Context: an optimization exercise on an open-source flow, tuned for small area. The choices shown serve that exercise and are no tape-out recipe. Function was checked by simulation only, so behaviour that the tests miss may differ from the original. Power and IR drop assume default switching activity.

Setup of v6:
## ow_emu
module ow_emu (
    input  wire        clk,
    input  wire        rst,
    input  wire [2:0]  fam,
    input  wire        cmd_valid,
    output wire        cmd_ready,
    input  wire [7:0]  opsel,
    input  wire [15:0] a16,
    input  wire [7:0]  d8,
    output reg         rsp_valid,
    output wire [3:0]  status,
    output wire        ok,
    output wire [7:0]  rdata,
    input  wire        ow_in,
    output wire        ow_pull
);
==> flow/config.mk <==
export PLATFORM = sky130hd
export DESIGN_NAME = ow_emu
export DESIGN_NICKNAME = ow_emu
export VERILOG_FILES = /design/flow/design.v
export SDC_FILE = /design/flow/constraint.sdc
export NUM_CORES = 4
export LEC_CHECK = 0
export ABC_AREA = 1
export CAP_MARGIN = 20
export CORE_MARGIN = 2
export CORE_UTILIZATION = 55
export CTS_CLUSTER_DIAMETER = 80
export CTS_CLUSTER_SIZE = 30
export PLACE_DENSITY = 0.7
export SLEW_MARGIN = 20
==> flow/constraint.sdc <==
create_clock -name core_clock -period 10.0 [get_ports {clk}]
set_input_delay 2.0000 -clock core_clock [delete_from_list [all_inputs] [get_ports {clk}]]
set_output_delay 2.0000 -clock core_clock [all_outputs]
set_load 0.01 [all_outputs]
standard.sh (not shown) runs the stock make flow with config.mk's settings and CLKGATE_MAP_FILE= SYNTH_SCRIPT=/design/flow/synth_recipe.tcl, a recipe that flattens the netlist after the stock synthesis.
==> flow/flow/run.sh <==
#!/bin/bash
# Layout flow: the standard flow (standard synthesis and ORFS steps, unchanged
# scripts), with two settings passed to ORFS through its own variables:
#  - CTS without dummy loads (the clock tree's balancing cells add area only);
#  - port buffers made of the smallest buffer cell.
# make's output goes to standard.log; each ORFS step keeps its own log in orfs/logs/.
set -euo pipefail
cd "$(dirname "$0")/.."
export CTS_ARGS="-sink_clustering_enable -repair_clock_nets -sink_clustering_size ${CTS_SIZE:-30} -sink_clustering_max_diameter ${CTS_DIAM:-80} -dont_use_dummy_load"
export BUFFER_PORTS_ARGS="-buffer_cell sky130_fd_sc_hd__buf_1"
bash standard.sh > standard.log 2>&1
test -f out/final.def
--- input diff v6..v7 ---
-- flow/design.v --
<<< v6, line 25
    reg        rom_st;        
    reg        od;
    wire       sf  = (fam == 3'd2) || (fam == 3'd3) || (fam == 3'd4);    
    wire       f96 = (fam == 3'd4);                                      
    wire       f32 = (fam == 3'd2);                                      
    reg        line_q;
    reg        low_act;
>>> v7, line 25
    reg        rom_st;        
    reg        od;
    reg        sf;            
    reg        f96;           
    reg        f32;           
    reg        line_q;
    reg        low_act;
<<< v6, line 109
            rom_st  <= 1'b0;
            od      <= 1'b0;
            low_act <= 1'b0;
            ow_pull <= 1'b0;
>>> v7, line 109
            rom_st  <= 1'b0;
            od      <= 1'b0;
            sf      <= (fam == 3'd2) || (fam == 3'd3) || (fam == 3'd4);
            f96     <= (fam == 3'd4);
            f32     <= (fam == 3'd2);
            low_act <= 1'b0;
            ow_pull <= 1'b0;
<<< v6, line 224
    input  wire [7:0]  d8,
    output reg         rsp_valid,
    output wire [3:0]  status,
    output wire        ok,
    output wire [7:0]  rdata,
    input  wire        ow_in,
    output wire        ow_pull
>>> v7, line 227
    input  wire [7:0]  d8,
    output reg         rsp_valid,
    output reg  [3:0]  status,
    output reg         ok,
    output reg  [7:0]  rdata,
    input  wire        ow_in,
    output wire        ow_pull
<<< v6, line 348
        end
    endgenerate
    assign sl_mtap = mem_tap[sk];
    wire [7:0] cb_c = seq_start ? 8'h00 : crc;
>>> v7, line 351
        end
    endgenerate
    wire [7:0] port_mtap = mem_tap[{pk, 1'b0}];
    assign sl_mtap = mem_tap[sk];
    wire [7:0] cb_c = seq_start ? 8'h00 : crc;
<<< v6, line 374
        end
    end
    localparam [2:0] RS_ZERO = 3'd0, RS_CRC = 3'd1, RS_ROM = 3'd2, RS_AREG = 3'd3, RS_MEM = 3'd4;
    reg [2:0] st_q;
    reg [2:0] rs;
    reg [1:0] rk;
    reg       rvalid;      
    always @(posedge clk) begin
        rsp_valid <= go;
        st_q      <= !legal ? ST_ERR_ILLEGAL[2:0] : role_bad ? ST_ERR_ROLE[2:0] :
                     unsup ? ST_ERR_UNSUP[2:0] : !in_range ? ST_ERR_RANGE[2:0] : ST_OK[2:0];
        rvalid    <= (opsel == OP_ROM_VALID);
        rk        <= pk;
        rs        <= RS_ZERO;
        if (!refuse) begin
            case (opsel)
                OP_CRC_BIT, OP_CRC_BYTE, OP_CRC_GET, OP_ROM_VALID, OP_ROM_APPLY: rs <= RS_CRC;
                OP_ROM_RD:   rs <= RS_ROM;
                OP_MEM_RD:   rs <= RS_MEM;
                OP_AREGS_RD: rs <= RS_AREG;
                default: ;
            endcase
        end
    end
    wire [7:0] rom_1  = rom_r[15:8];
    wire [7:0] areg_1 = areg_r[15:8];
    wire [7:0] mem_1  = mem_r[256*rk + 8 +: 8];
    assign status = {1'b0, st_q};
    assign ok     = (st_q == 3'd0) && (!rvalid || (crc == rom_1));
    assign rdata  = (rs == RS_CRC)  ? crc :
                    (rs == RS_ROM)  ? rom_1 :
                    (rs == RS_AREG) ? areg_1 :
                    (rs == RS_MEM)  ? mem_1 : 8'h00;
    ow_slave u_slave (
        .clk      (clk),
>>> v7, line 378
        end
    end
    always @(posedge clk) begin
        rsp_valid <= go;
        status    <= !legal ? ST_ERR_ILLEGAL : role_bad ? ST_ERR_ROLE :
                     unsup ? ST_ERR_UNSUP : !in_range ? ST_ERR_RANGE : ST_OK;
        ok        <= !refuse && ((opsel != OP_ROM_VALID) || (crc == rom_tap));
        rdata     <= 8'h00;
        if (!refuse) begin
            case (opsel)
                OP_CRC_BIT:   rdata <= crc_1;
                OP_CRC_BYTE:  rdata <= crc_b;
                OP_CRC_GET, OP_ROM_VALID, OP_ROM_APPLY: rdata <= crc;
                OP_ROM_RD:    rdata <= rom_tap;
                OP_MEM_RD:    rdata <= port_mtap;
                OP_AREGS_RD:  rdata <= areg_tap;
                default: ;
            endcase
        end
    end
    ow_slave u_slave (
        .clk      (clk),
[summary]
- v6 and v7 all finish clean.
- Core utilization: v7 lower than v6
- Flops: v7 more than v6
- Going from v6 to v7, area after synthesis grows by 260 um2.
- Per the comparison of v7 with v6, via count of the first global-routing pass shows an increase of about 3.6%, total power consumption of the routed design shows an increase of about 0.4%.
- Final area: v7 worse than v6
- Sequential share of layout area essentially unchanged between v7 and v6.
- Taking v6 as the reference, in v7 portion of total power attributed to combinational logic picked up an extra 0.2 points, y dimension of the die grew by about 0.43%, number of tap cells inserted increased 8, total length of routed wires higher, clock network fraction of total power fell 0.2 points.

==> port drivers added, routing unchanged <==
The flow's constraints put no driver on any port. The routed layouts listed below were extracted and timed again, unchanged, in two steps.
Step 1: set_driving_cell puts a clkbuf_16 on clk and a buf_2 on each other input, an assumption about the parent block.
Step 2 times the ports against the registers' clock, not the clock port: input delays grow and output delays shrink by t, the midpoint of the rising clock arrivals with the driver on.
Slacks: no drivers / after step 1 / after step 2; pairs: no drivers / after step 1.
run	shift t [ns]	slack for setup (ns)	worst setup path at the end	slew at the worst register clock pin (ns)
v6	0.639	4.104 / 4.080 / 4.080	input to output	0.11 / 0.11
v7	0.646	4.068 / 4.040 / 4.040	input to output	0.11 / 0.11
After both steps setup and hold are still met in every run listed. For v7, which loses most, drivers alone change the setup slack by -0.028 ns; drivers and shift together by -0.028 ns.
